Context: an optimization exercise on an open-source flow, tuned for small area and few clock cycles. The choices shown serve that exercise and are no tape-out recipe. At most, simulation tests tie the RTL to the original design; equivalence was not proved. The RTL of runs 1 and 4 was laid out without a check of its function. Power and IR drop assume default switching activity.

--- flow/standard.sh ---
#!/bin/bash
# synth_recipe.tcl (not shown) runs the flow's synth.tcl, then flattens the netlist and writes it again
# the make line also repeats each setting of config.mk as NAME=value (left out here)
make -C /OpenROAD-flow-scripts/flow DESIGN_CONFIG=/design/flow/config.mk WORK_HOME=/design/flow/orfs CLKGATE_MAP_FILE= SYNTH_SCRIPT=/design/flow/synth_recipe.tcl "${@:-finish}"
--- flow/flow/run.sh ---
#!/bin/bash
# Layout flow: the standard ORFS flow, with two changes.
#  - The port buffers are the smallest buffer cell.
#  - Synthesis maps the logic with an area-oriented ABC script. It is the
#    standard synthesis script otherwise, so the flip-flops come out the same;
#    this is checked against the standard synthesis, and the standard netlist
#    is used if they differ.
# Each tool's output goes to a log file in this folder.
set -euo pipefail
W=$(pwd)
F="$W/flow"
R="$W/orfs/results/sky130hd/mec_core/base"
export BUFFER_PORTS_ARGS="-buffer_cell sky130_fd_sc_hd__buf_1"

# reference: the standard synthesis
bash standard.sh synth > std_synth.log 2>&1
cp "$R/1_2_yosys.v" std_1_2_yosys.v

# own synthesis: the standard script with the abc step's script replaced
{
  head -n 1 synth_recipe.tcl
  echo 'proc abc {args} {'
  echo '  set i [lsearch -exact $args -script]'
  echo "  if { \$i >= 0 } { lset args [expr { \$i + 1 }] $F/area.abc }"
  echo '  yosys abc {*}$args'
  echo '}'
  tail -n +2 synth_recipe.tcl
} > own_synth.tcl
sed "s#SYNTH_SCRIPT=[^ ]*synth_recipe.tcl#SYNTH_SCRIPT=$W/own_synth.tcl ADDER_MAP_FILE=#" standard.sh > own_standard.sh
rm -f "$R/1_2_yosys.v" "$R/1_2_yosys.sdc" "$R/1_synth.odb" "$R/1_synth.sdc"
bash own_standard.sh synth > own_synth.log 2>&1

flops() { grep -oE '^\s*sky130_fd_sc_hd__(dfxtp|edfxtp|dfrtp|dfstp|dfbbp|sdf[a-z]*|edf[a-z]*|df[a-z]*)_[0-9]+ +[^ ]+' "$1" | sed -E 's/_[0-9]+ +/ /' | sort; }
if ! cmp -s <(flops std_1_2_yosys.v) <(flops "$R/1_2_yosys.v") || [ "$(flops std_1_2_yosys.v | wc -l)" = 0 ]; then
  echo "flip-flops differ from the standard synthesis; using the standard netlist" > own_synth_fallback.log
  rm -f "$R/1_2_yosys.v" "$R/1_2_yosys.sdc" "$R/1_synth.odb" "$R/1_synth.sdc"
  bash standard.sh synth > std_synth2.log 2>&1
fi

bash own_standard.sh > own_flow.log 2>&1
--- flow/flow/area.abc ---
strash
&get -n
&st
&syn3
&synch2
&put
dch -f
amap
&get -n
&st
&syn3
&synch2
&put
dch -f
amap
topo
--- flow/design.v ---
module mec_scan (
    input  wire [63:0] v,
    input  wire [5:0]  t,
    input  wire [2:0]  bot,
    output wire        found,
    output wire [5:0]  pos
);
    wire [63:0] diff;
    genvar i;
    generate
        for (i = 0; i < 63; i = i + 1) begin : g_d
            assign diff[i] = (v[i] ^ v[i+1]) & (t > i);
        end
    endgenerate
    assign diff[63] = 1'b0;
    wire [31:0] v1; wire [31:0] p1;
    wire [15:0] v2; wire [31:0] p2;
    wire [7:0]  v3; wire [23:0] p3;
    wire [3:0]  v4; wire [15:0] p4;
    wire [1:0]  v5; wire [9:0]  p5;
    generate
        for (i = 0; i < 32; i = i + 1) begin : g_l1
            assign v1[i] = diff[2*i+1] | diff[2*i];
            assign p1[i] = diff[2*i+1];
        end
        for (i = 0; i < 16; i = i + 1) begin : g_l2
            assign v2[i] = v1[2*i+1] | v1[2*i];
            assign p2[2*i+1:2*i] = v1[2*i+1] ? {1'b1, p1[2*i+1]} : {1'b0, p1[2*i]};
        end
        for (i = 0; i < 8; i = i + 1) begin : g_l3
            assign v3[i] = v2[2*i+1] | v2[2*i];
            assign p3[3*i+2:3*i] = v2[2*i+1] ? {1'b1, p2[4*i+3:4*i+2]} : {1'b0, p2[4*i+1:4*i]};
        end
        for (i = 0; i < 4; i = i + 1) begin : g_l4
            assign v4[i] = v3[2*i+1] | v3[2*i];
            assign p4[4*i+3:4*i] = v3[2*i+1] ? {1'b1, p3[6*i+5:6*i+3]} : {1'b0, p3[6*i+2:6*i]};
        end
        for (i = 0; i < 2; i = i + 1) begin : g_l5
            assign v5[i] = v4[2*i+1] | v4[2*i];
            assign p5[5*i+4:5*i] = v4[2*i+1] ? {1'b1, p4[8*i+7:8*i+4]} : {1'b0, p4[8*i+3:8*i]};
        end
    endgenerate
    assign pos   = v5[1] ? {1'b1, p5[9:5]} : {1'b0, p5[4:0]};
    assign found = (v5[1] | v5[0]) & (pos[5:3] >= bot);
endmodule
module mec_core (
    input  wire        CLK,
    input  wire        RST,
    input  wire        CMD_VALID,
    output wire        CMD_READY,
    input  wire [15:0] CMD,
    input  wire [63:0] A_VAL,
    input  wire [6:0]  A_LEN,
    input  wire [63:0] B_VAL,
    input  wire [6:0]  B_LEN,
    input  wire [31:0] S0,
    input  wire [31:0] S1,
    input  wire [63:0] BIN,
    output wire [63:0] R_VAL,
    output wire [6:0]  R_LEN,
    output wire [63:0] Q_VAL,
    output wire [6:0]  Q_LEN,
    output wire [31:0] R_SCL,
    output wire [63:0] BOUT,
    output wire [31:0] STATUS
);
    localparam [3:0] OP_ENC   = 4'h1, OP_CLEN  = 4'h2, OP_DEC   = 4'h3,
                     OP_LEAD  = 4'h4, OP_EQ    = 4'h5, OP_CAT   = 4'h6,
                     OP_SPLIT = 4'h7, OP_ALIGN = 4'h8, OP_WRITE = 4'h9,
                     OP_READ  = 4'hA;
    localparam [2:0] C_OK = 3'd0, C_MALFORMED = 3'd1, C_NOSPACE = 3'd2,
                     C_CONTRACT = 3'd3, C_REJECTED = 3'd4;
    localparam [3:0] M_NO_MARKER = 4'd1, M_OVERRUN = 4'd2,
                     M_EMPTY_SOURCE = 4'd3, M_ZERO_COUNT = 4'd4;
    localparam [3:0] X_BAD_OPCODE = 4'd1, X_RESERVED_BITS = 4'd2,
                     X_BAD_LENGTH = 4'd3, X_ENC_RANGE = 4'd4,
                     X_BAD_WINDOW = 4'd5, X_NOT_A_CODE = 4'd6,
                     X_EMPTY_CODEWORD = 4'd7, X_CAT_OVERFLOW = 4'd8;
    genvar gi;
    reg        busy;
    reg        fault;
    reg [3:0]  fcause;
    reg [2:0]  code;
    reg [3:0]  cause;
    reg [63:0] d;
    reg [6:0]  r_len;
    reg [6:0]  q_len;
    reg        m_wr;        
    reg        m_scl;       
    reg [3:0]  n_scl;       
    reg [3:0]  l_op;
    reg [2:0]  l_ecode;     
    reg [3:0]  l_ecause;
    reg [63:0] l_x;
    reg [6:0]  l_len;       
    reg [6:0]  l_p;         
    reg        l_eql;       
    reg [6:0]  rd_used;
    assign CMD_READY = ~busy;
    assign STATUS    = {16'd0, fcause, 2'b00, busy, fault, cause, 1'b0, code};
    function [63:0] tmask;      
        input [6:0] n;
        integer j;
        begin
            for (j = 0; j < 64; j = j + 1)
                tmask[j] = (n > j);
        end
    endfunction
    function [63:0] brev;
        input [63:0] x;
        integer j;
        begin
            for (j = 0; j < 64; j = j + 1)
                brev[j] = x[63 - j];
        end
    endfunction
    function [3:0] ceil8;
        input [6:0] n;
        begin
            ceil8 = n[6:3] + {3'd0, |n[2:0]};
        end
    endfunction
    wire [3:0] op_in = CMD[3:0];
    wire i_enc   = (op_in == OP_ENC);
    wire i_clen  = (op_in == OP_CLEN);
    wire i_lead  = (op_in == OP_LEAD);
    wire i_eq    = (op_in == OP_EQ);
    wire i_cat   = (op_in == OP_CAT);
    wire i_write = (op_in == OP_WRITE);
    wire i_read  = (op_in == OP_READ);
    wire [32:0] enc_u = {1'b0, S0} + 33'd2;
    reg  [32:0] enc_hib;        
    integer ek;
    always @* begin
        enc_hib[32] = 1'b1;
        for (ek = 31; ek >= 0; ek = ek - 1)
            enc_hib[ek] = enc_hib[ek + 1] & ~enc_u[ek + 1];
    end
    wire [63:0] enc_code = {{31{CMD[4]}}, enc_u ^ ({33{CMD[4]}} & enc_hib)};
    reg [2:0] e_code;
    reg [3:0] e_cause;
    always @* begin
        e_code  = C_OK;
        e_cause = 4'd0;
        if (fault) begin
            e_code = C_REJECTED;
        end else if (op_in == 4'h0 || op_in > OP_READ) begin
            e_code = C_CONTRACT; e_cause = X_BAD_OPCODE;
        end else if (CMD[15:5] != 11'd0 || (!i_enc && CMD[4])) begin
            e_code = C_CONTRACT; e_cause = X_RESERVED_BITS;
        end else if (!i_enc && !i_read && A_LEN > 7'd64) begin
            e_code = C_CONTRACT; e_cause = X_BAD_LENGTH;
        end else if ((i_eq || i_cat) && B_LEN > 7'd64) begin
            e_code = C_CONTRACT; e_cause = X_BAD_LENGTH;
        end else if (i_enc && enc_u[32]) begin
            e_code = C_CONTRACT; e_cause = X_ENC_RANGE;
        end else if (i_clen && S0 > 32'd64) begin
            e_code = C_CONTRACT; e_cause = X_BAD_WINDOW;
        end else if (i_lead && A_LEN == 7'd0) begin
            e_code = C_CONTRACT; e_cause = X_EMPTY_CODEWORD;
        end else if (i_cat && ({1'b0, A_LEN} + {1'b0, B_LEN} > 8'd64)) begin
            e_code = C_CONTRACT; e_cause = X_CAT_OVERFLOW;
        end else if (i_write && {28'd0, ceil8(A_LEN)} > S0) begin
            e_code = C_NOSPACE;
        end else if (i_read && S0 == 32'd0) begin
            e_code = C_MALFORMED; e_cause = M_EMPTY_SOURCE;
        end else if (i_read && S1 == 32'd0) begin
            e_code = C_MALFORMED; e_cause = M_ZERO_COUNT;
        end
    end
    wire [6:0]  top_n   = i_cat ? B_LEN : (i_clen | i_eq) ? 7'd64 - A_LEN : 7'd0;
    wire [63:0] top_m   = brev(tmask(top_n));
    wire [63:0] b_rev   = brev(B_VAL);
    reg  [63:0] x_in;
    integer xi;
    always @* begin
        for (xi = 0; xi < 64; xi = xi + 1) begin
            if (i_read)
                x_in[xi] = BIN[63 - xi];
            else if (i_enc)
                x_in[xi] = enc_code[xi];
            else if (top_m[xi])
                x_in[xi] = b_rev[xi] & i_cat;
            else if (i_eq)
                x_in[xi] = A_VAL[xi] ^ B_VAL[xi];
            else
                x_in[xi] = A_VAL[xi];
        end
    end
    wire [3:0] rd_n_in  = (S0 > 32'd8) ? 4'd8 : S0[3:0];
    wire [6:0] clen_t   = (S0[6:0] == 7'd0) ? 7'd0 : S0[6:0] - 7'd1;
    wire [6:0] alen_t   = (A_LEN == 7'd0) ? 7'd0 : A_LEN - 7'd1;
    wire [2:0] pad_in   = 3'd0 - A_LEN[2:0];
    reg  [6:0] len_in;
    reg  [6:0] p_in;
    always @* begin
        len_in = A_LEN;
        p_in   = alen_t;
        case (op_in)
        OP_ENC:   begin p_in = 7'd0; end
        OP_CLEN:  begin p_in = clen_t; end
        OP_LEAD:  begin p_in = 7'd64 - A_LEN; end
        OP_EQ:    begin p_in = 7'd63; end
        OP_CAT:   begin len_in = A_LEN + B_LEN;               p_in = B_LEN; end
        OP_SPLIT: begin len_in = 7'd64; end
        OP_ALIGN: begin len_in = A_LEN + {4'd0, pad_in};      p_in = {4'd0, pad_in}; end
        OP_WRITE: begin len_in = {3'd0, ceil8(A_LEN)};        p_in = 7'd64 - A_LEN; end
        OP_READ:  begin len_in = {rd_n_in, 3'b000};
                        p_in = (S1 > 32'd31) ? 7'd31 : {2'b00, S1[4:0]}; end
        default: ;
        endcase
    end
    always @(posedge CLK) begin
        if (!busy) begin
            l_op     <= op_in;
            l_ecode  <= e_code;
            l_ecause <= e_cause;
            l_x      <= x_in;
            l_len    <= len_in;
        end
        l_p      <= busy ? l_p - 7'd1 : p_in;
        l_eql    <= (A_LEN == B_LEN);
    end
    wire o_enc   = (l_op == OP_ENC);
    wire o_clen  = (l_op == OP_CLEN);
    wire o_dec   = (l_op == OP_DEC);
    wire o_lead  = (l_op == OP_LEAD);
    wire o_eq    = (l_op == OP_EQ);
    wire o_cat   = (l_op == OP_CAT);
    wire o_split = (l_op == OP_SPLIT);
    wire o_align = (l_op == OP_ALIGN);
    wire o_write = (l_op == OP_WRITE);
    wire o_read  = (l_op == OP_READ);
    wire [5:0] sc_t  = o_read ? ~rd_used[5:0] : (l_p[5:0] | {6{o_enc}});
    wire [2:0] sc_bot = o_read ? (3'd0 - l_len[5:3]) : 3'd0;
    wire       sc_f;
    wire [5:0] sc_pos;
    mec_scan u_scan (.v(l_x), .t(sc_t), .bot(sc_bot), .found(sc_f), .pos(sc_pos));
    wire       found = sc_f & ~(o_read & rd_used[6]);
    wire [5:0] run   = sc_t - sc_pos;
    wire [6:0] clen  = found ? {run, 1'b1} : 7'd0;
    wire [6:0] c_end = {1'b1, sc_t} - {sc_pos, 1'b0};
    wire       c_ovr = c_end > l_len;    
    wire       rd_last = (l_p == 7'd1);
    wire [6:0] s7 = (o_split | o_read) ? c_end : (l_p & {7{~(o_enc | o_eq)}});
    wire [63:0] rt0 = s7[0] ? {l_x[62:0], l_x[63]}    : l_x;
    wire [63:0] rt1 = s7[1] ? {rt0[61:0], rt0[63:62]} : rt0;
    wire [63:0] rt2 = s7[2] ? {rt1[59:0], rt1[63:60]} : rt1;
    wire [63:0] rt3 = s7[3] ? {rt2[55:0], rt2[63:56]} : rt2;
    wire [63:0] rt4 = s7[4] ? {rt3[47:0], rt3[63:48]} : rt3;
    wire [63:0] rot = s7[5] ? {rt4[31:0], rt4[63:32]} : rt4;
    wire [63:0] s_m  = tmask(s7);
    wire [63:0] x_rv = brev(l_x);
    wire [63:0] d_rot;
    generate
        for (gi = 0; gi < 64; gi = gi + 1) begin : g_fill
            wire fill = s_m[gi] ? (o_cat | o_align | o_write) : o_split;
            assign d_rot[gi] = fill ? (x_rv[gi] & (o_cat | o_split)) : rot[gi];
        end
    endgenerate
    wire [4:0]  dk      = l_p[5:1];
    wire [31:0] dk_m    = tmask({2'b00, dk}) >> 0;       
    reg  [31:0] dec_val;
    reg         dec_or;                                   
    integer di;
    always @* begin
        dec_val[0] = l_x[0];
        dec_or     = 1'b0;
        for (di = 1; di < 32; di = di + 1) begin
            if (dk_m[di])
                dec_val[di] = ~(l_x[di] ^ dec_or);
            else
                dec_val[di] = dk_m[di - 1] & dec_or;
            dec_or = dec_or | l_x[di];
        end
    end
    wire eq_res = l_eql & ~found & ~l_x[63];
    reg [63:0] d_next;
    always @* begin
        d_next = d_rot;
        if (o_dec)
            d_next[31:0] = dec_val;
        else if (o_clen)
            d_next[31:0] = {25'd0, clen};
        else if (o_lead)
            d_next[31:0] = {31'd0, rot[63]};
        else if (o_eq)
            d_next[31:0] = {31'd0, eq_res};
    end
    reg        done;
    reg [2:0]  n_code;
    reg [3:0]  n_cause;
    always @* begin
        done    = 1'b1;
        n_code  = l_ecode;
        n_cause = l_ecause;
        if (l_ecode == C_OK) begin
            if (o_clen) begin
                if (!found) begin n_code = C_MALFORMED; n_cause = M_NO_MARKER; end
            end else if (o_dec) begin
                if (!(found && c_end == 7'd64)) begin n_code = C_CONTRACT; n_cause = X_NOT_A_CODE; end
            end else if (o_split) begin
                if (!found) begin n_code = C_MALFORMED; n_cause = M_NO_MARKER; end
                else if (c_ovr) begin n_code = C_MALFORMED; n_cause = M_OVERRUN; end
            end else if (o_read) begin
                if (!found) begin n_code = C_MALFORMED; n_cause = M_NO_MARKER; end
                else if (c_ovr) begin n_code = C_MALFORMED; n_cause = M_OVERRUN; end
                else done = rd_last;
            end
        end
    end
    wire ok = (n_code == C_OK);
    reg [6:0] n_rlen;
    always @* begin
        case (l_op)
        OP_ENC:   n_rlen = {sc_pos, 1'b1};
        OP_CAT, OP_ALIGN: n_rlen = l_len;
        OP_SPLIT: n_rlen = clen;
        OP_READ:  n_rlen = c_end;
        default:  n_rlen = 7'd0;
        endcase
    end
    always @(posedge CLK) begin
        if (!busy)
            rd_used <= 7'd0;
        else
            rd_used <= c_end;
    end
    always @(posedge CLK) begin
        if (busy && done)
            d <= d_next;
    end
    always @(posedge CLK) begin
        if (RST) begin
            busy   <= 1'b0;
            fault  <= 1'b0;
            fcause <= 4'd0;
            code   <= C_OK;
            cause  <= 4'd0;
            r_len  <= 7'd0;
            q_len  <= 7'd0;
            m_wr   <= 1'b0;
            m_scl  <= 1'b0;
            n_scl  <= 4'd0;
        end else if (!busy) begin
            if (CMD_VALID)
                busy <= 1'b1;
        end else if (done) begin
            busy   <= 1'b0;
            code   <= n_code;
            cause  <= n_cause;
            r_len  <= ok ? n_rlen : 7'd0;
            q_len  <= (ok && o_split) ? 7'd64 - c_end : 7'd0;
            m_wr   <= ok && o_write;
            m_scl  <= ok && (o_clen || o_dec || o_lead || o_eq);
            n_scl  <= !ok ? 4'd0 : o_read ? ceil8(c_end) : o_write ? l_len[3:0] : 4'd0;
            if (n_code == C_CONTRACT) begin
                fault  <= 1'b1;
                fcause <= n_cause;
            end
        end
    end
    wire [63:0] d_rv = brev(d);
    assign R_VAL = d    & tmask(r_len);
    assign Q_VAL = d_rv & tmask(q_len);
    assign BOUT  = d_rv & {64{m_wr}};
    assign R_LEN = r_len;
    assign Q_LEN = q_len;
    assign R_SCL = (d[31:0] & {32{m_scl}}) | {28'd0, n_scl};
endmodule
--- flow/constraint.sdc ---
create_clock -name core_clock -period 12.0 [get_ports {CLK}]
set_input_delay 2.4000 -clock core_clock [delete_from_list [all_inputs] [get_ports {CLK}]]
set_output_delay 2.4000 -clock core_clock [all_outputs]
set_load 0.01 [all_outputs]
--- flow/config.mk ---
export PLATFORM = sky130hd
export DESIGN_NAME = mec_core
export DESIGN_NICKNAME = mec_core
export VERILOG_FILES = /design/flow/design.v
export SDC_FILE = /design/flow/constraint.sdc
export NUM_CORES = 4
export LEC_CHECK = 0
export ABC_AREA = 1
export CAP_MARGIN = 10
export CORE_MARGIN = 2
export CORE_UTILIZATION = 30
export SLEW_MARGIN = 10
==> flow_summary_export.csv, run 1 <==
group,metric,value,unit
outcome,status,"finished clean",
grt,antenna_found_initial,6,
floorplan,die-area,0.0768,sq mm
synthesis,synth_top_family_by_area,"compound AO/OA/AOI/OAI gates",
placed_design,gp_congestion,1.13,
setup_path,rr_worst_depth,41,
timing,min_period,10.60,ns
grt,grt_pass1_vias,29400,
synthesis,synthAdderAreaFrac,0,%
final_layout,final_common_cell,"nor2_1",
floorplan,io_pins,560,
synthesis,synth_cells,3482,
setup_path,r2r_slack,1.40,ns
timing,worst_pin_slew,1.25,ns
timing,rsz0062_at_grt,"no",
grt,globalRouteTotalUtil,36.8,%
cts,path_clk_slew,0.09,ns
cts,clkLatencyLatePin,0.53,ns
final_layout,multiInputGateArea,0.0155,sq mm
setup_path,slowest_delay,0.69,ns
setup_path,crit_path_end_kind,"flop",
setup_path,r2r-end,"d[0]",
final_layout,nFillCells,8369,
detailed_routing,drt-total-wl,148000,um
timing,max_freq,94.3,MHz
placed_design,port_buffers,540,
setup_path,crit_top_cell,"clkinv_1",
detailed_routing,first_pass_iters,8,
cts,post_cts_buffers,0,
synthesis,synthSimpleGateAreaFrac,24.8,%
setup_path,slowest_stage,"o221ai_4",
final_layout,layout-drive-gt1-share,3.45,%
cts,htreeDepth,4,
grt,grt_pass1_wl,208000,um
timing,post-route-period-util,88.3,%
timing,hold_ws,0.465,ns
worst_hold_path,hold_path_startpoint,"n_scl[1]",
flow_run,maxCapViolCount,0,
setup_path,criticalPathCategory,"reg -> reg",
timing,slew_headroom,14.2,%
detailed_routing,antenna_left,0,
floorplan,core,0.0742,sq mm
grt,grt-ovfl-total,0,
floorplan,die_w,277,um
cts,root_buffer,"clkbuf_16",
worst_hold_path,hold_class,"reg -> reg",
detailed_routing,wl_per_cell,29.0,um
timing,drv_slew,0,
cts,cts_hold_buf,0,
cts,cts_tree,"built",
final_layout,final_util,36.3,%
final_layout,mostFrequentLayoutCells,"nor2_1, buf_1, clkinv_1",
synthesis,synth-xor-area-share,0.0782,%
timing,hold_viol_final,0,
power_and_ir_drop,total_power,0.00481,W
detailed_routing,drc,0,
synthesis,yosysWarnings,1,
final_layout,regArea,0.00535,sq mm
detailed_routing,vias_per_cell,6.42,
detailed_routing,drtIter0Drc,4734,
synthesis,synth-seq-cells,194,
cts,cts_sinks,194,
synthesis,synth_compound_area_share,42.6,%
worst_hold_path,hold_end,"n_scl[1]",
power_and_ir_drop,ir_worst_vdd,0.0959,mV
power_and_ir_drop,powerDensity,179,mW/mm^2
final_layout,fin_nets,4389,
setup_path,arrival,11.00,ns
synthesis,ys_seq_area_share,23.9,%
worst_hold_path,whs_path_depth,2,
power_and_ir_drop,p_leak,8.03,nW
synthesis,syn_avg_cell_area,6.43,sq um
setup_path,start_kind,"flop",
floorplan,fp-row-count,100,
synthesis,synth_area,0.0224,sq mm
setup_path,required,12.40,ns
cts,cts.repair.resized,0,
grt,grt_max_degree,75,
floorplan,die_h,277,um
synthesis,async_flop_share,0,%
synthesis,synth_flop_cell,"edfxtp_1",
placed_design,dpl.hpwl,118000,um
timing,setup_violations,0,
synthesis,synth_edf_count,146,
detailed_routing,via_count,32600,
floorplan,initial_core_util,30.2,%
synthesis,synth_cell_types,58,
timing,fin_skew,0.0181,ns
setup_path,rr_startpoint,"l_op[0]",
setup_path,path_max_fanout,20,
synthesis,muxShareOfSynthArea,0,%
final_layout,area.growth.synth_to_final,20.4,%
cts,cts_max_path_buffers,2,
cts,cts_inserted_buffers,17,
[how the worst max path moves through the flow]
stage	endpoint	slack, ns	startpoint
global placement	d[0]	1.73	l_op[0]
finish	d[0]	1.40	l_op[0]
floorplan	d[0]	-0.89	l_op[0]
detailed placement	d[0]	1.75	l_op[0]
CTS	d[0]	1.69	l_op[0]
global route	d[0]	0.73	l_op[0]
[flip-flops by register name (all words and copies together), names as in the netlist]
signal,count
l_x,64
cause,4
code,3
l_ecode,3
q_len,7
l_len,7
d,64
fault,1
l_op,4
m_scl,1
fcause,4
busy,1
rd_used,7
l_p,7
n_scl,4
r_len,7
l_ecause,4
m_wr,1
l_eql,1
[final cells by class]
class                   instances  area share [%]
multi-input cells            2814            57.5
flip-flops and latches        194            19.8
repair buffers                602            9.25
inverters                     471            6.66
well taps                     969            4.50
clock buffers                  17            1.58
clock inverters                15           0.692
diodes                          3          0.0278
[logic make-up (layout without fill, tap and decap cells)]
logic type	Yosys count	in the layout
AO/OA/AOI/OAI	1453	1453
AND/OR/NAND/NOR	1340	1340
buffers and inverters	492	1105
flip-flops	194	194
XOR/XNOR	2	2
other	1	22
[through the flow]
stage | cells | setup TNS, ns | area, sq um | setup slack, ns
2_1_floorplan | 3500 | -16.92 | 22700 | -0.890
3_3_place_gp | 5050 | 0 | 26300 | 1.73
3_5_place_dp | 5050 | 0 | 26300 | 1.75
4_1_cts | 5082 | 0 | 27000 | 1.69
5_1_grt | 5083 | 0 | 27000 | 0.735
6_report | 5085 | 0 | 27000 | 1.40
[power by group]
group	switching [W]	internal [W]	leakage [nW]	total (W)
clock	0.000327	0.000300	0.301	0.000627
combinational	0.00225	0.000873	5.88	0.00312
sequential	0.000181	0.000884	1.85	0.00107
[cell usage after synthesis, types with 10 or more instances]
library cell | count | area share [%]
o22a_1 | 41 | 1.6
a311oi_1 | 36 | 1.4
nor2_1 | 772 | 13
a222oi_1 | 10 | 0.45
nor4_1 | 26 | 0.73
nor3_1 | 146 | 3.3
o22ai_1 | 385 | 11
o211ai_1 | 10 | 0.34
a211oi_1 | 97 | 3.3
a21oi_1 | 222 | 5.0
nand4_1 | 11 | 0.31
a2111oi_0 | 16 | 0.63
clkinv_1 | 471 | 7.9
nand3_1 | 51 | 1.1
o31ai_1 | 14 | 0.47
o21ai_0 | 283 | 6.3
o32a_1 | 12 | 0.54
a31oi_1 | 66 | 1.8
a32oi_1 | 17 | 0.67
dfxtp_1 | 48 | 4.3
o221a_1 | 13 | 0.65
nor2b_1 | 31 | 0.87
nand2_1 | 267 | 4.5
a22oi_1 | 42 | 1.4
o221ai_1 | 49 | 1.9
edfxtp_1 | 146 | 20
a221oi_1 | 35 | 1.4
buf_4 | 21 | 0.70
o21a_1 | 24 | 0.80
o32ai_1 | 31 | 1.2
or2_0 | 13 | 0.36
[per-layer routing]
metal,routed length [um],vias up,global-route usage [%]
met4,10500,10,22.6
li1,-,14500,-
met3,15100,485,8.11
met5,49,-,0
met2,64900,2410,58.2
met1,56900,15200,45.7
[worst max-delay path, delay by kind of cell, from the launching register on]
family          cells  cell delay (ns)
buf+inv            16             3.11
flops               1             0.57
compound gates     14             3.88
simple gates       11             2.87
==> run 2: changes to the inputs <==
--- a/flow/design.v
+++ b/flow/design.v
@@ -170,3 +170,3 @@
     end
-    wire [6:0]  top_n   = i_cat ? B_LEN : (i_clen | i_eq) ? 7'd64 - A_LEN : 7'd0;
+    wire [6:0]  top_n   = i_cat ? B_LEN : 7'd64 - A_LEN;
     wire [63:0] top_m   = brev(tmask(top_n));
@@ -240,3 +240,3 @@
     wire [5:0] run   = sc_t - sc_pos;
-    wire [6:0] clen  = found ? {run, 1'b1} : 7'd0;
+    wire [6:0] clen  = {run, 1'b1};
     wire [6:0] c_end = {1'b1, sc_t} - {sc_pos, 1'b0};
@@ -256,4 +256,4 @@
         for (gi = 0; gi < 64; gi = gi + 1) begin : g_fill
-            wire fill = s_m[gi] ? (o_cat | o_align | o_write) : o_split;
-            assign d_rot[gi] = fill ? (x_rv[gi] & (o_cat | o_split)) : rot[gi];
+            wire fill = s_m[gi] ? o_cat : o_split;
+            assign d_rot[gi] = fill ? x_rv[gi] : rot[gi];
         end
--- a/flow/flow/run.sh
+++ b/flow/flow/run.sh
@@ -3,3 +3,4 @@
 #  - The port buffers are the smallest buffer cell.
-#  - Synthesis maps the logic with an area-oriented ABC script. It is the
+#  - Synthesis maps the logic with an area-oriented ABC script, and without
+#    the full-adder extraction and fast-adder mapping passes. It is the
 #    standard synthesis script otherwise, so the flip-flops come out the same;
@@ -28,3 +29,3 @@
 } > own_synth.tcl
-sed "s#SYNTH_SCRIPT=[^ ]*synth_recipe.tcl#SYNTH_SCRIPT=$W/own_synth.tcl ADDER_MAP_FILE=#" standard.sh > own_standard.sh
+sed "s#SYNTH_SCRIPT=[^ ]*synth_recipe.tcl#SYNTH_SCRIPT=$W/own_synth.tcl ADDER_MAP_FILE= SYNTH_OPERATIONS_ARGS=-noshare#" standard.sh > own_standard.sh
 rm -f "$R/1_2_yosys.v" "$R/1_2_yosys.sdc" "$R/1_synth.odb" "$R/1_synth.sdc"
--- a/flow/config.mk
+++ b/flow/config.mk
@@ -9,4 +9,4 @@
 export CAP_MARGIN = 10
-export CORE_MARGIN = 2
-export CORE_UTILIZATION = 30
+export CORE_AREA = 2 2 318 318
+export DIE_AREA = 0 0 320 320
 export SLEW_MARGIN = 10
==> run 2 against run 1 <==
Net effect:
- still clean
- design area fell by 2.1%
- critical path depth fell by 7
- via count fell by 5.4%
- combinational power fell by 9.9%
- first-iteration DRC count fell by 8.0%
- clock skew barely moved
- cell count rose by 2.2%
- worst hold slack got worse by 0.0046 ns
- sequential share of layout area rose by 0.42 points
- critical path type unchanged
- critical endpoint unchanged
- largest cell class unchanged
==> flow_summary_export.csv, run 2 <==
group,metric,value,unit
outcome,status,"finished clean",
placed_design,dp_cells,5158,
cts,post_cts_buffers,0,
setup_path,cp_top_family,"compound AO/OA/AOI/OAI gates",
timing,hold_viol_final,0,
setup_path,required,12.37,ns
final_layout,mostFrequentLayoutCells,"nor2_1, buf_1, clkinv_1",
power_and_ir_drop,clkPwrFrac,13.2,%
synthesis,syn_avg_cell_area,6.55,sq um
setup_path,cp_num_buf_inv,8,
cts,path_clk_slew,0.09,ns
timing,slew_headroom,11.7,%
placed_design,dpl.hpwl,117000,um
timing,rsz0062_at_grt,"no",
cts,cts.repair.resized,0,
setup_path,arrival,10.74,ns
timing,setup_violations,0,
cts,htreeDepth,4,
synthesis,synth-seq-cells,194,
detailed_routing,first_pass_iters,8,
detailed_routing,via_count,30900,
synthesis,synth_cell_types,60,
timing,fin_skew,0.0177,ns
final_layout,layout-drive-gt1-share,3.46,%
detailed_routing,drt-total-wl,147000,um
floorplan,die_w,320,um
worst_hold_path,hold_class,"reg -> reg",
detailed_routing,wl_per_cell,28.3,um
setup_path,path_max_fanout,87,
synthesis,async_flop_share,0,%
floorplan,io_pins,560,
setup_path,slowest_delay,0.87,ns
floorplan,die_h,320,um
timing,drv_slew,0,
flow_run,maxCapViolCount,0,
synthesis,synthTopCellsByCount,"nor2_1, clkinv_1, o22ai_1, o21ai_0, nand2_1",
grt,grt_max_degree,88,
grt,antenna_found_initial,13,
final_layout,reg_top3,"d: 64 flops, l_x: 64 flops",
power_and_ir_drop,power_frac_seq,24.1,%
setup_path,crit_path_end_kind,"flop",
grt,grt_pass1_wl,203000,um
detailed_routing,drc,0,
grt,globalRouteTotalUtil,27.3,%
synthesis,synth_area,0.0215,sq mm
floorplan,core,0.0987,sq mm
synthesis,synth_top_area_share,20.4,%
timing,worst_pin_slew,1.31,ns
final_layout,fin_nets,4179,
setup_path,slowest_stage,"nand3_1",
final_layout,final_common_cell,"nor2_1",
timing,post-route-period-util,86.4,%
synthesis,yosysWarnings,1,
synthesis,synth_flop_cell,"edfxtp_1",
power_and_ir_drop,p_switching,0.00250,W
synthesis,synth_cells,3282,
power_and_ir_drop,combPwrFrac,62.7,%
synthesis,synth_largest_area_cell,"edfxtp_1",
final_layout,final_cells,5197,
floorplan,die-area,0.102,sq mm
timing,max_freq,96.4,MHz
setup_path,crit_top_cell,"nor2_1",
setup_path,criticalPathCategory,"reg -> reg",
detailed_routing,vias_per_cell,5.94,
synthesis,synth_most_common_cell,"nor2_1",
placed_design,gp_congestion,1.04,
setup_path,start_kind,"flop",
detailed_routing,drtIter0Drc,4354,
floorplan,initial_core_util,21.8,%
cts,root_buffer,"clkbuf_16",
grt,grt-ovfl-total,0,
synthesis,ys_seq_area_share,24.9,%
cts,cts_hold_buf,0,
synthesis,yosys-top-cells-area,"edfxtp_1, nor2_1, o22ai_1",
power_and_ir_drop,p_leak,7.80,nW
final_layout,area.growth.synth_to_final,22.7,%
final_layout,nFillCells,11200,
power_and_ir_drop,internal-power,0.00198,W
cts,cts_inserted_buffers,17,
cts,clkLatencyLatePin,0.50,ns
power_and_ir_drop,powerDensity,170,mW/mm^2
cts,cts_tree,"built",
detailed_routing,antenna_left,0,
power_and_ir_drop,total_power,0.00448,W
cts,cts_max_path_buffers,2,
placed_design,port_buffers,540,
power_and_ir_drop,ir_worst_vdd,0.125,mV
grt,grt_pass1_vias,27200,
floorplan,fp-row-count,115,
timing,min_period,10.37,ns
power_and_ir_drop,switching_share,55.9,%
synthesis,synth_edf_count,146,
cts,cts_sinks,194,
[run 2: path summary, 6_finish.rpt]
kind / from / endpoint / slack (ns) / depth (start not counted)
min: cause[1] / cause[1] / 0.46 / 2
max reg2reg: l_op[0] / d[0] / 1.63 / 34
max: l_op[0] / d[0] / 1.63 / 34
min reg2reg: cause[1] / cause[1] / 0.46 / 2
[run 2: kinds of logic after synthesis]
family / Yosys count / synth area share [%]
XOR/XNOR: 4 / 0.163
AO/OA/AOI/OAI: 1426 / 43.5
other: 1 / 0.0174
buffers and inverters: 422 / 7.73
flip-flops: 194 / 24.9
AND/OR/NAND/NOR: 1235 / 23.8
[run 2: final cells by class]
type | instances | area, sq um | share of cell area (%)
inverters | 401 | 1530 | 5.79
clock inverters | 14 | 148 | 0.559
flip-flops and latches | 194 | 5350 | 20.3
repair buffers | 592 | 2430 | 9.21
diodes | 7 | 17.5 | 0.0664
multi-input cells | 2684 | 14900 | 56.4
clock buffers | 18 | 429 | 1.63
well taps | 1287 | 1610 | 6.10
[run 2: worst register-to-register path, delay by kind of cell (launching register included)]
family,cells,cell delay (ns)
simple gates,13,3.75
compound gates,13,3.79
buf+inv,8,2.34
flops,1,0.37
[run 2: power by group through the flow]
stage	Sequential (W)	Combinational, W	Clock [W]
6_report	0.00108	0.00281	0.000593
5_1_grt	0.00108	0.00295	0.000628
4_1_cts	0.00107	0.00269	0.000608
3_5_place_dp	0.00108	0.00268	0
3_3_place_gp	0.00108	0.00270	0
2_1_floorplan	0.000962	0.00171	0
[run 2: per-stage QoR]
step / cell area, sq um / TNS [ns] / hold slack (ns) / setup slack (ns) / utilization, %
floorplan: 21800 / -28.23 / 0.430 / -1.16 / -
global placement: 25800 / 0 / 0.450 / 1.97 / 26.1
detailed placement: 25800 / 0 / 0.454 / 2.10 / 26.1
CTS: 26400 / 0 / 0.465 / 2.07 / 26.7
global route: 26400 / 0 / 0.480 / 1.20 / 26.7
finish: 26400 / 0 / 0.460 / 1.63 / 26.7
[run 2: routing by layer]
| metal | global-route usage (%) | wire [um] | up-vias |
|---|---|---|---|
| met1 | 35.3 | 59600 | 14500 |
| met5 | 0 | 30 | - |
| li1 | - | - | 13800 |
| met3 | 5.79 | 14500 | 345 |
| met4 | 12.3 | 7260 | 4 |
| met2 | 43.4 | 65800 | 2191 |
Testbench counts of run 2, summed over its fixed seeds: cycles 25,591.
==> run 3: changes to the inputs <==
--- a/flow/config.mk
+++ b/flow/config.mk
@@ -9,4 +9,4 @@
 export CAP_MARGIN = 10
-export CORE_AREA = 2 2 318 318
-export DIE_AREA = 0 0 320 320
+export CORE_MARGIN = 2
+export CORE_UTILIZATION = 30
 export SLEW_MARGIN = 10
==> run 3 against run 2 <==
Net effect:
- clock skew grew 0.0083 ns
- sequential cell count is the same
- sequential power is essentially flat
- largest power group unchanged
- critical path type unchanged
- design area shrank 1.7%
- largest cell class unchanged
- critical endpoint is now fcause[0]
==> flow_summary_export.csv, run 3 <==
group,metric,value,unit
grt,globalRouteTotalUtil,36.0,%
floorplan,io_pins,560,
setup_path,cp_top_family,"compound AO/OA/AOI/OAI gates",
flow_run,maxCapViolCount,0,
synthesis,synth_top_area_share,20.4,%
floorplan,die-area,0.0738,sq mm
power_and_ir_drop,powerDensity,171,mW/mm^2
setup_path,rr_worst_depth,35,
synthesis,synth_flop_cell,"edfxtp_1",
final_layout,final_cells,4856,
final_layout,fin_nets,4179,
placed_design,gp_congestion,1.09,
timing,post-route-period-util,82.7,%
cts,cts_max_path_buffers,2,
timing,worst_pin_slew,1.11,ns
worst_hold_path,hold_path_startpoint,"cause[2]",
timing,rsz0062_at_grt,"no",
detailed_routing,vias_per_cell,6.30,
detailed_routing,first_pass_iters,9,
timing,hold_ws,0.463,ns
setup_path,path_max_fanout,87,
synthesis,ys_seq_area_share,24.9,%
final_layout,area.growth.synth_to_final,20.7,%
synthesis,synth_cell_types,60,
detailed_routing,wl_per_cell,28.5,um
placed_design,dp_cells,4821,
final_layout,layout-drive-gt1-share,3.41,%
setup_path,arrival,10.32,ns
cts,cts_tree,"built",
cts,htreeDepth,4,
synthesis,yosys-top-cells-area,"edfxtp_1, nor2_1, o22ai_1",
cts,cts_hold_buf,0,
timing,max_freq,101,MHz
power_and_ir_drop,p_leak,7.80,nW
floorplan,die_h,272,um
timing,finalSetupTns,0,ns
synthesis,syn_avg_cell_area,6.55,sq um
synthesis,synth_edf_count,146,
setup_path,crit_top_cell,"nor2_1",
setup_path,cp_num_buf_inv,8,
timing,fin_skew,0.0260,ns
detailed_routing,via_count,30600,
timing,slew_headroom,25.9,%
setup_path,required,12.40,ns
synthesis,synth_area,0.0215,sq mm
cts,path_clk_slew,0.08,ns
detailed_routing,drt-total-wl,138000,um
timing,setup_violations,0,
detailed_routing,drc,0,
cts,cts_sinks,194,
setup_path,criticalPathCategory,"reg -> reg",
final_layout,reg_top3,"d: 64 flops, l_x: 64 flops",
detailed_routing,met2_wirelength,61300,um
grt,grt_max_degree,88,
setup_path,r2r_slack,2.08,ns
final_layout,mostFrequentLayoutCells,"nor2_1, buf_1, clkinv_1",
cts,post_cts_buffers,0,
setup_path,slowest_stage,"nand3_1",
cts,clkLatencyLatePin,0.53,ns
synthesis,async_flop_share,0,%
timing,min_period,9.92,ns
floorplan,die_w,272,um
placed_design,port_buffers,540,
final_layout,final_common_cell,"nor2_1",
cts,root_buffer,"clkbuf_16",
grt,grt_pass1_wl,195000,um
floorplan,core,0.0712,sq mm
setup_path,r2r-end,"fcause[0]",
outcome,status,"finished clean",
grt,grt-ovfl-total,0,
timing,drv_slew,0,
synthesis,yosysWarnings,1,
synthesis,synth_cells,3282,
detailed_routing,wl_met3,14600,um
setup_path,slowest_delay,0.85,ns
setup_path,start_kind,"flop",
power_and_ir_drop,ir_worst_vdd,0.101,mV
placed_design,dpl_cell_area,0.0254,sq mm
detailed_routing,met1Wirelength,53000,um
final_layout,finalInstanceArea,0.0260,sq mm
cts,cts.repair.resized,0,
worst_hold_path,whs_path_depth,2,
worst_hold_path,hold_end,"cause[2]",
grt,grt_pass1_vias,27700,
cts,cts_inserted_buffers,17,
floorplan,fp-row-count,98,
detailed_routing,topRoutingLayerUsed,"met5",
setup_path,rr_startpoint,"l_op[0]",
placed_design,dpl.hpwl,110000,um
detailed_routing,drtIter0Drc,4264,
setup_path,crit_path_end_kind,"flop",
synthesis,synth_most_common_cell,"nor2_1",
synthesis,synthTopCellsByCount,"nor2_1, clkinv_1, o22ai_1, o21ai_0, nand2_1",
detailed_routing,antenna_left,0,
timing,hold_viol_final,0,
worst_hold_path,hold_class,"reg -> reg",
synthesis,synth_largest_area_cell,"edfxtp_1",
synthesis,synth-seq-cells,194,
floorplan,initial_core_util,30.2,%
grt,antenna_found_initial,4,
-- run 3: how the worst max path moves through the flow --
stage / startpoint / end / slack, ns / cells after the start
final: l_op[0] / fcause[0] / 2.08 / 35
after global routing: l_op[0] / fcause[3] / 1.05 / 35
after CTS: l_op[0] / fcause[3] / 2.28 / 35
after detailed placement: l_op[0] / fcause[0] / 2.34 / 35
after global placement: l_op[0] / fcause[3] / 2.47 / 35
after floorplan: l_op[0] / n_scl[0] / -1.16 / 40
-- run 3: logic make-up after synthesis --
family          count (synthesis)  synth area share [%]
compound gates               1426                  43.5
simple gates                 1235                  23.8
buf+inv                       422                  7.73
flops                         194                  24.9
xor+xnor                        4                 0.163
other cells                     1                0.0174
-- run 3: layer usage --
| metal | vias up | GRT usage [%] |
|---|---|---|
| li1 | 13800 | - |
| met1 | 14200 | 44.0 |
| met2 | 2175 | 57.6 |
| met3 | 435 | 8.54 |
| met4 | 2 | 21.2 |
| met5 | - | 0 |
-- run 3: report_power, final --
group	internal (W)	switching (W)	total (W)
combinational	0.000823	0.00198	0.00281
sequential	0.000877	0.000177	0.00105
clock	0.000289	0.000295	0.000583
-- run 3: cell type report --
cell class / instances / area, sq um
fill: 8016 / 45300
multi-input combinational: 2684 / 14900
sequential: 194 / 5350
timing repair buffer: 592 / 2440
inverter: 401 / 1530
tap: 950 / 1190
clock buffer: 19 / 433
clock inverter: 13 / 125
antenna: 3 / 7.51
-- run 3: worst min-delay path: stages (launching register included) --
cell     delay (ns)
dfxtp_1        0.32
nand2_1        0.06
o21ai_1        0.05
-- run 3: per-stage QoR --
stage	power, W	utilization, %	worst slack [ns]
detailed placement	0.00371	35.6	2.34
finish	0.00445	36.4	2.08
CTS	0.00431	36.4	2.28
floorplan	0.00267	-	-1.16
global route	0.00463	36.4	1.05
global placement	0.00374	35.6	2.47
==> run 4: changes to the inputs <==
--- a/flow/design.v
+++ b/flow/design.v
@@ -363,4 +363,5 @@
     wire [63:0] d_rv = brev(d);
-    assign R_VAL = d    & tmask(r_len);
-    assign Q_VAL = d_rv & tmask(q_len);
+    wire [63:0] r_m  = tmask(r_len);
+    assign R_VAL = d    & r_m;
+    assign Q_VAL = d_rv & ~brev(r_m) & {64{|q_len}};
     assign BOUT  = d_rv & {64{m_wr}};
--- a/flow/config.mk
+++ b/flow/config.mk
@@ -9,4 +9,4 @@
 export CAP_MARGIN = 10
-export CORE_MARGIN = 2
-export CORE_UTILIZATION = 30
+export CORE_AREA = 2 2 318 318
+export DIE_AREA = 0 0 320 320
 export SLEW_MARGIN = 10
==> run 4 against run 3 <==
Net effect:
- worst hold slack got worse by 0.0055 ns
- synthesized cell count increased by 2.4%
- area after synthesis fell by 0.12%
- critical path type unchanged
- combinational power rose by 1%
- still clean on timing, DRC and antenna
- wire length is 1.9% lower
- clock power decreased by 3%
==> flow_summary_export.csv, run 4 <==
group,metric,value,unit
timing,fin_skew,0.0305,ns
detailed_routing,met2_wirelength,59300,um
synthesis,synth_largest_area_cell,"edfxtp_1",
placed_design,dpl.hpwl,109000,um
cts,cts_max_path_buffers,2,
final_layout,regArea,0.00535,sq mm
power_and_ir_drop,switching_share,54.3,%
synthesis,ys_seq_area_share,24.9,%
placed_design,gp_congestion,1.05,
synthesis,synth-seq-cells,194,
setup_path,cp_num_buf_inv,11,
detailed_routing,antenna_left,0,
timing,hold_viol_final,0,
setup_path,crit_path_end_kind,"flop",
final_layout,nFillCells,11300,
power_and_ir_drop,p_leak,8.11,nW
final_layout,layout-drive-gt1-share,3.80,%
detailed_routing,drc,0,
synthesis,synthAdderAreaFrac,0,%
detailed_routing,wl_per_cell,25.5,um
synthesis,synth_flop_cell,"edfxtp_1",
setup_path,rr_worst_depth,38,
detailed_routing,first_pass_iters,9,
timing,rsz0062_at_grt,"no",
placed_design,dp_cells,5282,
floorplan,die_h,320,um
cts,cts_hold_buf,0,
power_and_ir_drop,combPwrFrac,63.9,%
placed_design,port_buffers,540,
synthesis,yosysWarnings,1,
detailed_routing,topRoutingLayerUsed,"met5",
setup_path,criticalPathCategory,"reg -> reg",
setup_path,required,12.23,ns
grt,grt-ovfl-total,0,
setup_path,path_max_fanout,16,
synthesis,synth_cell_types,60,
synthesis,synth_cells,3361,
cts,cts_inserted_buffers,17,
power_and_ir_drop,total_power,0.00446,W
detailed_routing,drtIter0Drc,3853,
timing,min_period,10.54,ns
timing,slew_headroom,7.35,%
synthesis,synthTopCellsByCount,"nor2_1, o22ai_1, clkinv_1, o21ai_0, a21oi_1",
setup_path,r2r-end,"d[2]",
timing,layout_setup_ws,1.46,ns
setup_path,arrival,10.77,ns
synthesis,synth_top_family_by_area,"compound AO/OA/AOI/OAI gates",
detailed_routing,vias_per_cell,5.68,
floorplan,fp-row-count,115,
setup_path,slowest_delay,0.60,ns
detailed_routing,drt-total-wl,136000,um
final_layout,area.growth.synth_to_final,23.9,%
floorplan,core,0.0987,sq mm
synthesis,syn_avg_cell_area,6.39,sq um
cts,cts_sinks,194,
floorplan,die_w,320,um
timing,post-route-period-util,87.8,%
setup_path,cp_top_family,"simple AND/OR/NAND/NOR gates",
worst_hold_path,hold_class,"reg -> reg",
cts,cts.repair.resized,0,
setup_path,cp-endpoint,"d[2]",
cts,clkLatencyLatePin,0.49,ns
synthesis,synth_edf_count,146,
cts,path_clk_slew,0.08,ns
detailed_routing,met1Wirelength,55200,um
synthesis,muxShareOfSynthArea,0,%
power_and_ir_drop,ir_worst_vdd,0.110,mV
final_layout,reg_top3,"d: 64 flops, l_x: 64 flops",
detailed_routing,via_count,30200,
grt,grt_pass1_wl,190000,um
cts,post_cts_buffers,0,
final_layout,final_common_cell,"nor2_1",
timing,finalSetupTns,0,ns
power_and_ir_drop,internal-power,0.00204,W
floorplan,initial_core_util,21.8,%
floorplan,die-area,0.102,sq mm
floorplan,io_pins,560,
cts,cts_tree,"built",
final_layout,mostFrequentLayoutCells,"nor2_1, buf_1, o22ai_1",
synthesis,yosys-top-cells-area,"edfxtp_1, nor2_1, o22ai_1",
power_and_ir_drop,p_switching,0.00242,W
setup_path,crit_top_cell,"clkinv_1",
synthesis,synth-xor-area-share,0.0815,%
timing,worst_pin_slew,1.35,ns
power_and_ir_drop,powerDensity,167,mW/mm^2
cts,htreeDepth,4,
power_and_ir_drop,power_frac_seq,23.4,%
synthesis,synthSimpleGateAreaFrac,26.4,%
grt,globalRouteTotalUtil,25.3,%
synthesis,synth_area,0.0215,sq mm
setup_path,rr_startpoint,"l_op[0]",
final_layout,multiInputGateArea,0.0147,sq mm
final_layout,fin_nets,4303,
detailed_routing,wl_met3,14400,um
synthesis,synth_compound_area_share,40.6,%
cts,root_buffer,"clkbuf_16",
synthesis,async_flop_share,0,%
timing,drv_slew,0,
grt,antenna_found_initial,10,
final_layout,final_cells,5316,
synthesis,synth_most_common_cell,"nor2_1",
grt,grt_max_degree,80,
timing,max_freq,94.9,MHz
flow_run,maxCapViolCount,0,
setup_path,slowest_stage,"nor2_1",
setup_path,r2r_slack,1.46,ns
synthesis,synth_top_area_share,20.4,%
setup_path,crit_start,"l_op[0]",
setup_path,start_kind,"flop",
power_and_ir_drop,clkPwrFrac,12.7,%
grt,grt_pass1_vias,27000,
placed_design,place_worst_setup_slack,1.14,ns
timing,setup_violations,0,
setup_path,crit_cells,38,
outcome,status,"finished clean",
## run 4: changes by cell type after synthesis, sizes merged, moves of 11 or more
cell	previous run	this run
o22ai	393	442
clkinv	401	415
a31oi	53	32
o221ai	48	28
or2	14	29
o221a	16	5
nor2	744	826
o32ai	26	14
a211oi	109	71
a21oi	229	252
nor3	115	140
## run 4: layer usage
| metal | up-vias | GRT usage, % |
|---|---|---|
| li1 | 14000 | - |
| met1 | 14000 | 33.2 |
| met2 | 1997 | 39.6 |
| met3 | 296 | 5.24 |
| met4 | 2 | 11.4 |
| met5 | - | 0 |
## run 4: cells by family (layout without fill, tap and decap cells)
| logic type | count (synthesis) | count (layout) |
|---|---|---|
| AO/OA/AOI/OAI | 1370 | 1370 |
| AND/OR/NAND/NOR | 1358 | 1358 |
| buffers and inverters | 436 | 1084 |
| XOR/XNOR | 2 | 2 |
| flip-flops | 194 | 194 |
| other | 1 | 21 |
## run 4: worst register-to-register path, delay by kind of cell (launching register included)
family	cells	cell delay, ns
buffers and inverters	11	2.96
and+or+nand+nor	17	4.23
AOI/OAI and AO/OA	10	2.56
DFF	1	0.55
## run 4: power groups by stage
| stage | Sequential (W) | Clock (W) | Combinational [W] |
|---|---|---|---|
| after floorplan | 0.000956 | 0 | 0.00171 |
| after global placement | 0.00105 | 0 | 0.00272 |
| after detailed placement | 0.00105 | 0 | 0.00272 |
| after CTS | 0.00104 | 0.000590 | 0.00273 |
| after global routing | 0.00105 | 0.000610 | 0.00301 |
| final | 0.00104 | 0.000568 | 0.00285 |
## run 4: worst min-delay path by stage
| stage | startpoint | end | slack (ns) | cells past startpoint |
|---|---|---|---|---|
| 6_report | cause[2] | cause[2] | 0.46 | 2 |
| 5_1_grt | n_scl[3] | n_scl[3] | 0.49 | 2 |
| 3_3_place_gp | code[0] | code[0] | 0.44 | 2 |
| 3_5_place_dp | code[0] | code[0] | 0.44 | 2 |
| 4_1_cts | n_scl[3] | n_scl[3] | 0.46 | 2 |
| 2_1_floorplan | n_scl[3] | n_scl[3] | 0.43 | 2 |
## run 4: layout make-up
class	count	share of cell area, %
clock buffers	20	1.76
inverters	415	5.86
diodes	2	0.0188
repair buffers	637	10.6
flip-flops and latches	194	20.1
well taps	1287	6.05
multi-input cells	2749	55.2
clock inverters	12	0.362
## run 4: per-stage QoR
step                cell area (sq um)  hold slack [ns]  util, %
finish                          26600            0.457     27.0
CTS                             26600            0.463     26.9
detailed placement              26000            0.443     26.4
global placement                26000            0.441     26.4
global route                    26600            0.495     27.0
floorplan                       21600            0.430        -
==> run 5: changes to the inputs <==
--- a/flow/design.v
+++ b/flow/design.v
@@ -84,3 +84,3 @@
     reg [3:0]  cause;
-    reg [63:0] d;
+    reg [63:0] d_n;         
     reg [6:0]  r_len;
@@ -330,3 +330,3 @@
         if (busy && done)
-            d <= d_next;
+            d_n <= ~d_next;
     end
@@ -362,2 +362,3 @@
     end
+    wire [63:0] d    = ~d_n;
     wire [63:0] d_rv = brev(d);
==> run 5 against run 4 <==
Net effect:
- design area grew 2.8%
- critical path depth grew 7
- sequential power grew 6%
- clock power grew 4.9%
- sequential share of layout area shrank 0.55 points
- critical path type is now in -> reg
- critical endpoint is now l_x[2]
- largest power group unchanged
- highest routed layer unchanged
==> flow_summary_export.csv, run 5 <==
group,metric,value,unit
grt,grt_pass1_vias,27800,
setup_path,crit_top_cell,"nand2_1",
synthesis,synth_area,0.0213,sq mm
cts,cts_hold_buf,0,
grt,grt_pass1_wl,201000,um
final_layout,multiInputGateArea,0.0147,sq mm
cts,cts_max_path_buffers,2,
timing,fin_skew,0.0162,ns
grt,grt_max_degree,73,
setup_path,criticalPathCategory,"in -> reg",
final_layout,mostFrequentLayoutCells,"nor2_1, buf_1, o22ai_1",
power_and_ir_drop,powerDensity,180,mW/mm^2
floorplan,die_h,320,um
detailed_routing,via_count,31000,
cts,root_buffer,"clkbuf_16",
synthesis,synth_flop_cell,"edfxtp_1",
synthesis,synthSimpleGateAreaFrac,25.9,%
floorplan,io_pins,560,
power_and_ir_drop,p_leak,8.49,nW
synthesis,synthTopCellsByCount,"nor2_1, o22ai_1, clkinv_1, o21ai_0, a21oi_1",
synthesis,synth_largest_area_cell,"edfxtp_1",
detailed_routing,drt-total-wl,144000,um
floorplan,core,0.0987,sq mm
final_layout,area.growth.synth_to_final,28.6,%
placed_design,gp_congestion,1.01,
final_layout,regArea,0.00535,sq mm
final_layout,layout-drive-gt1-share,6.93,%
setup_path,required,12.32,ns
synthesis,muxShareOfSynthArea,0,%
synthesis,synth-xor-area-share,0,%
worst_hold_path,hold_class,"reg -> reg",
synthesis,yosysWarnings,1,
setup_path,crit_path_end_kind,"flop",
detailed_routing,drtIter0Drc,4466,
floorplan,die-area,0.102,sq mm
cts,htreeDepth,4,
setup_path,slowest_stage,"nor3_1",
setup_path,path_max_fanout,10,
setup_path,arrival,10.67,ns
cts,cts_tree,"built",
timing,hold_viol_final,0,
final_layout,fin_nets,4360,
synthesis,synth_top_area_share,20.6,%
power_and_ir_drop,ir_worst_vdd,0.111,mV
detailed_routing,wl_per_cell,26.7,um
cts,clkLatencyLatePin,0.51,ns
timing,setup_violations,0,
timing,rsz0062_at_grt,"no",
flow_run,maxCapViolCount,0,
synthesis,synth-seq-cells,194,
synthesis,synth_most_common_cell,"nor2_1",
synthesis,synth_cells,3284,
detailed_routing,antenna_left,0,
synthesis,ys_seq_area_share,25.1,%
timing,drv_slew,0,
grt,grt-ovfl-total,0,
final_layout,final_util,27.7,%
final_layout,final_common_cell,"nor2_1",
synthesis,synth_top_family_by_area,"compound AO/OA/AOI/OAI gates",
synthesis,async_flop_share,0,%
cts,cts_inserted_buffers,17,
timing,worst_pin_slew,1.15,ns
floorplan,die_w,320,um
floorplan,initial_core_util,21.6,%
timing,slew_headroom,22.5,%
setup_path,slowest_delay,0.35,ns
setup_path,start_kind,"primary input",
placed_design,dpl.hpwl,114000,um
floorplan,fp-row-count,115,
final_layout,nFillCells,11200,
timing,max_freq,96.6,MHz
synthesis,syn_avg_cell_area,6.48,sq um
synthesis,synth_edf_count,146,
outcome,status,"finished clean",
timing,finalSetupTns,0,ns
synthesis,synthAdderAreaFrac,0,%
cts,path_clk_slew,0.09,ns
final_layout,reg_top3,"d_n: 64 flops, l_x: 64 flops",
synthesis,synth_compound_area_share,42.1,%
cts,cts_sinks,194,
synthesis,synth_cell_types,55,
grt,globalRouteTotalUtil,26.9,%
placed_design,port_buffers,540,
synthesis,yosys-top-cells-area,"edfxtp_1, nor2_1, o22ai_1",
grt,antenna_found_initial,10,
detailed_routing,drc,0,
detailed_routing,first_pass_iters,8,
detailed_routing,vias_per_cell,5.77,
timing,post-route-period-util,86.3,%
timing,min_period,10.35,ns
-- run 5: cell types whose count changed after synthesis, sizes merged, moves of 9 or more --
| cell | change |
|---|---|
| a221oi | -15 |
| a311oi | +10 |
| a31oi | +19 |
| clkinv | -69 |
| nand2 | -17 |
| nor2b | -10 |
| nor3 | +11 |
| o21ai | +14 |
| o221ai | +20 |
| o22a | -9 |
| o22ai | -21 |
| o31ai | +12 |
-- run 5: what timing repair did --
action / in CTS / in global routing
resized for setup: 0 / 1
setup buffers: 0 / 0
endpoints found under the hold margin: 0 / 0
endpoints found under the setup margin: 0 / 1
-- run 5: worst max-delay path, delay by kind of cell --
kind / cells / cell delay [ns]
buffers and inverters: 9 / 1.33
AOI/OAI and AO/OA: 6 / 1.42
and+or+nand+nor: 30 / 5.47
-- run 5: cell type report --
class	count	share of cell area [%]
well taps	1287	5.89
repair buffers	771	14.0
clock buffers	18	1.61
multi-input cells	2741	53.7
clock inverters	14	0.526
flip-flops and latches	194	19.5
diodes	6	0.0549
inverters	346	4.76
-- run 5: cell families (layout without fill, tap and decap cells) --
| kind of cell | after synthesis | count (layout) |
|---|---|---|
| AOI/OAI and AO/OA | 1400 | 1400 |
| and+or+nand+nor | 1322 | 1322 |
| buffers and inverters | 367 | 1149 |
| DFF | 194 | 194 |
| other | 1 | 25 |
-- run 5: path summary, 6_finish.rpt --
| path | startpoint | to | slack, ns | cells past startpoint |
|---|---|---|---|---|
| worst max register to register | l_op[0] | d_n[29] | 2.22 | 33 |
| worst min register to register | n_scl[1] | n_scl[1] | 0.47 | 2 |
| worst max-delay path | S0[2] | l_x[2] | 1.65 | 45 |
| worst min-delay path | n_scl[1] | n_scl[1] | 0.47 | 2 |
-- run 5: per-stage QoR --
stage / std cells / hold WS (ns) / total power [W] / area (sq um) / setup slack [ns]
floorplan: 3302 / 0.431 / 0.00269 / 21400 / 0.241
global placement: 5339 / 0.460 / 0.00422 / 26800 / 0.851
detailed placement: 5339 / 0.461 / 0.00422 / 26800 / 0.966
CTS: 5371 / 0.475 / 0.00484 / 27300 / 1.50
global route: 5374 / 0.494 / 0.00516 / 27400 / 0.120
finish: 5377 / 0.471 / 0.00493 / 27400 / 1.65
-- run 5: metal layers --
metal	vias to the layer above	global-route usage (%)	part of all wire, %
met3	344	6.27	10
met4	4	13.8	5.6
met5	-	0.378	0.019
met2	2081	42.0	44
met1	14400	34.3	40
li1	14200	-	-
-- run 5: power breakdown --
group | internal [W] | switching, W | leakage, nW
Sequential | 0.000882 | 0.000218 | 1.86
Clock | 0.000282 | 0.000314 | 0.290
Combinational | 0.00115 | 0.00209 | 6.34
Testbench counts of run 5, summed over its fixed seeds: cycles 25,591.
==> run 6: changes to the inputs <==
==> flow/flow/area.abc (replaced) <==
strash
&get -n
&st
&syn3
&synch2
&put
dch -f
amap
topo
==> run 6 against run 5 <==
Net effect:
- largest cell class unchanged
- sequential cell count is the same
- still clean on timing, DRC and antenna
- first-iteration DRC count shrank 16%
- highest routed layer unchanged
- clock power shrank 2%
==> flow_summary_export.csv, run 6 <==
group,metric,value,unit
setup_path,criticalPathCategory,"reg -> reg",
flow_run,maxCapViolCount,0,
final_layout,final_common_cell,"nor2_1",
floorplan,io_pins,560,
setup_path,r2r_slack,1.33,ns
power_and_ir_drop,internal-power,0.00223,W
outcome,status,"finished clean",
setup_path,path_max_fanout,15,
floorplan,die_w,320,um
power_and_ir_drop,clkPwrFrac,12.1,%
detailed_routing,via_count,30300,
synthesis,synth_cells,3214,
timing,setup_violations,0,
cts,cts_hold_buf,0,
worst_hold_path,hold_class,"reg -> reg",
worst_hold_path,whs_path_depth,2,
synthesis,synth-seq-cells,194,
setup_path,start_kind,"flop",
timing,worst_pin_slew,0.946,ns
synthesis,synth_most_common_cell,"nor2_1",
detailed_routing,drtIter0Drc,3747,
setup_path,crit_start,"l_op[0]",
timing,fin_skew,0.0249,ns
grt,globalRouteTotalUtil,26.8,%
setup_path,crit_top_cell,"clkinv_1",
floorplan,core,0.0987,sq mm
placed_design,port_buffers,540,
final_layout,mostFrequentLayoutCells,"nor2_1, buf_1, o22ai_1",
detailed_routing,first_pass_iters,9,
cts,cts_max_path_buffers,2,
power_and_ir_drop,p_switching,0.00262,W
synthesis,yosysWarnings,1,
grt,grt-ovfl-total,0,
floorplan,die_h,320,um
setup_path,rr_startpoint,"l_op[0]",
timing,max_freq,93.7,MHz
cts,cts_tree,"built",
setup_path,slowest_stage,"o22ai_1",
final_layout,area.growth.synth_to_final,28.0,%
synthesis,syn_avg_cell_area,6.51,sq um
setup_path,rr_worst_depth,41,
detailed_routing,drc,0,
cts,cts_sinks,194,
placed_design,gp_congestion,0.989,
power_and_ir_drop,powerDensity,181,mW/mm^2
timing,post-route-period-util,89.0,%
final_layout,layout-drive-gt1-share,6.18,%
timing,finalSetupTns,0,ns
synthesis,ys_seq_area_share,25.6,%
cts,cts.repair.resized,0,
synthesis,synthTopCellsByCount,"nor2_1, o22ai_1, clkinv_1, a21oi_1, o21ai_0",
timing,slew_headroom,37.0,%
grt,antenna_found_initial,6,
grt,grt_pass1_wl,199000,um
synthesis,synth_largest_area_cell,"edfxtp_1",
final_layout,fin_nets,4255,
cts,root_buffer,"clkbuf_16",
synthesis,synth_top_area_share,21.0,%
timing,hold_viol_final,0,
synthesis,synth_area,0.0209,sq mm
setup_path,required,12.43,ns
power_and_ir_drop,p_leak,8.41,nW
timing,min_period,10.67,ns
cts,cts_inserted_buffers,17,
grt,grt_max_degree,76,
worst_hold_path,hold_path_startpoint,"cause[2]",
timing,drv_slew,0,
detailed_routing,drt-total-wl,144000,um
power_and_ir_drop,combPwrFrac,64.7,%
cts,post_cts_buffers,0,
synthesis,yosys-top-cells-area,"edfxtp_1, nor2_1, o22ai_1",
setup_path,r2r-end,"q_len[0]",
synthesis,synth_cell_types,56,
detailed_routing,vias_per_cell,5.74,
power_and_ir_drop,ir_worst_vdd,0.134,mV
placed_design,place_worst_setup_slack,1.55,ns
floorplan,die-area,0.102,sq mm
timing,layout_setup_ws,1.33,ns
power_and_ir_drop,power_frac_seq,23.3,%
placed_design,dpl.hpwl,115000,um
synthesis,async_flop_share,0,%
power_and_ir_drop,switching_share,54.0,%
cts,clkLatencyLatePin,0.52,ns
final_layout,reg_top3,"d_n: 64 flops, l_x: 64 flops",
worst_hold_path,hold_end,"cause[2]",
grt,grt_pass1_vias,27100,
cts,htreeDepth,4,
detailed_routing,wl_per_cell,27.2,um
setup_path,arrival,11.10,ns
setup_path,crit_path_end_kind,"flop",
setup_path,slowest_delay,0.84,ns
detailed_routing,antenna_left,0,
floorplan,fp-row-count,115,
timing,rsz0062_at_grt,"no",
synthesis,synth_flop_cell,"edfxtp_1",
synthesis,synth_edf_count,146,
floorplan,initial_core_util,21.2,%
cts,path_clk_slew,0.08,ns
-- run 6: cell types whose count changed after synthesis, sizes merged, moves of 7 or more --
cell	delta
clkinv	-33
o21ai	-32
a221oi	+15
nor2b	+13
a22oi	-12
o21a	-12
a2111oi	-11
a21oi	+11
o32ai	+11
or2	-11
a211oi	-7
a32oi	-7
o211ai	-7
-- run 6: worst max-delay path by stage --
stage,end,cells after the start
detailed placement,q_len[0],41
global placement,q_len[0],41
global route,q_len[0],41
CTS,q_len[0],41
floorplan,d_n[61],34
finish,q_len[0],41
-- run 6: critical path, delay by kind of cell, from the launching register on --
kind | cells | cell delay, ns
flip-flops | 1 | 0.52
AND/OR/NAND/NOR | 14 | 3.99
buffers and inverters | 10 | 2.23
AO/OA/AOI/OAI | 17 | 3.81
-- run 6: area by class of cell --
cell class              count  area [sq um]
clock buffers              18           429
flip-flops and latches    194          5350
multi-input cells        2704         14400
fillers                 11100         71900
diodes                      3          7.51
repair buffers            736          3610
clock inverters            14           141
well taps                1287          1610
inverters                 313          1180
-- run 6: per-stage QoR --
step	instances	util, %	power [W]	area [sq um]	hold slack (ns)
after global placement	5234	26.5	0.00418	26200	0.438
final	5269	27.1	0.00486	26800	0.461
after floorplan	3232	-	0.00269	21000	0.433
after global routing	5268	27.1	0.00507	26800	0.486
after detailed placement	5234	26.5	0.00415	26200	0.445
after CTS	5266	27.1	0.00475	26800	0.465
-- run 6: logic make-up after synthesis --
family,share of synthesized area (%)
buffers and inverters,6.37
XOR/XNOR,0.0419
AND/OR/NAND/NOR,26.7
AO/OA/AOI/OAI,41.3
flip-flops,25.6
other,0.0179
-- run 6: power by group through the flow --
stage | sequential (W) | clock [W] | combinational (W)
floorplan | 0.000988 | 0 | 0.00170
global placement | 0.00113 | 0 | 0.00305
detailed placement | 0.00113 | 0 | 0.00302
CTS | 0.00112 | 0.000597 | 0.00304
global route | 0.00113 | 0.000622 | 0.00332
finish | 0.00113 | 0.000586 | 0.00314
-- run 6: metal layers --
metal / GRT usage [%] / routed length, um / vias up
met3: 4.67 / 13000 / 291
met4: 11.7 / 6970 / 4
li1: - / - / 13800
met5: 0 / 26 / -
met1: 34.3 / 58200 / 14200
met2: 43.9 / 65300 / 1917

==> port drivers added, routing unchanged <==
The flow's constraints put no driver on any port. The routed layouts listed below were extracted and timed again, unchanged, in two steps.
Step 1, drivers: a clkbuf_16 drives CLK and a buf_2 each remaining input, both assumed.
Step 2, shift: input delay + t, output delay - t, t = (earliest + latest rising clock arrival at the registers) / 2. This alone moves slack from input paths to output paths.
Slacks: ideal ports / drivers / drivers and shift; pairs: ideal ports / drivers.
| run | t, ns | setup slack, ns | clock arrival spread, ns | worst slew at a driven data input, ns | pins driven straight from the clock port |
|---|---|---|---|---|---|
| run 1 | 0.592 | 1.400 / 1.400 / 1.400 | 0.018 / 0.018 | 0.09 | 1 |
| run 2 | 0.563 | 1.631 / 1.631 / 1.631 | 0.017 / 0.018 | 0.09 | 1 |
| run 3 | 0.580 | 2.081 / 2.081 / 2.081 | 0.026 / 0.026 | 0.13 | 1 |
| run 4 | 0.544 | 1.459 / 1.459 / 1.184 | 0.031 / 0.030 | 0.08 | 1 |
| run 5 | 0.573 | 1.648 / 1.691 / 1.118 | 0.016 / 0.017 | 0.12 | 1 |
| run 6 | 0.570 | 1.326 / 1.326 / 1.326 | 0.025 / 0.025 | 0.10 | 1 |
After both steps every run listed still meets setup and hold. For run 5, which loses most, drivers alone change the setup slack by +0.043 ns; drivers and shift together by -0.530 ns.
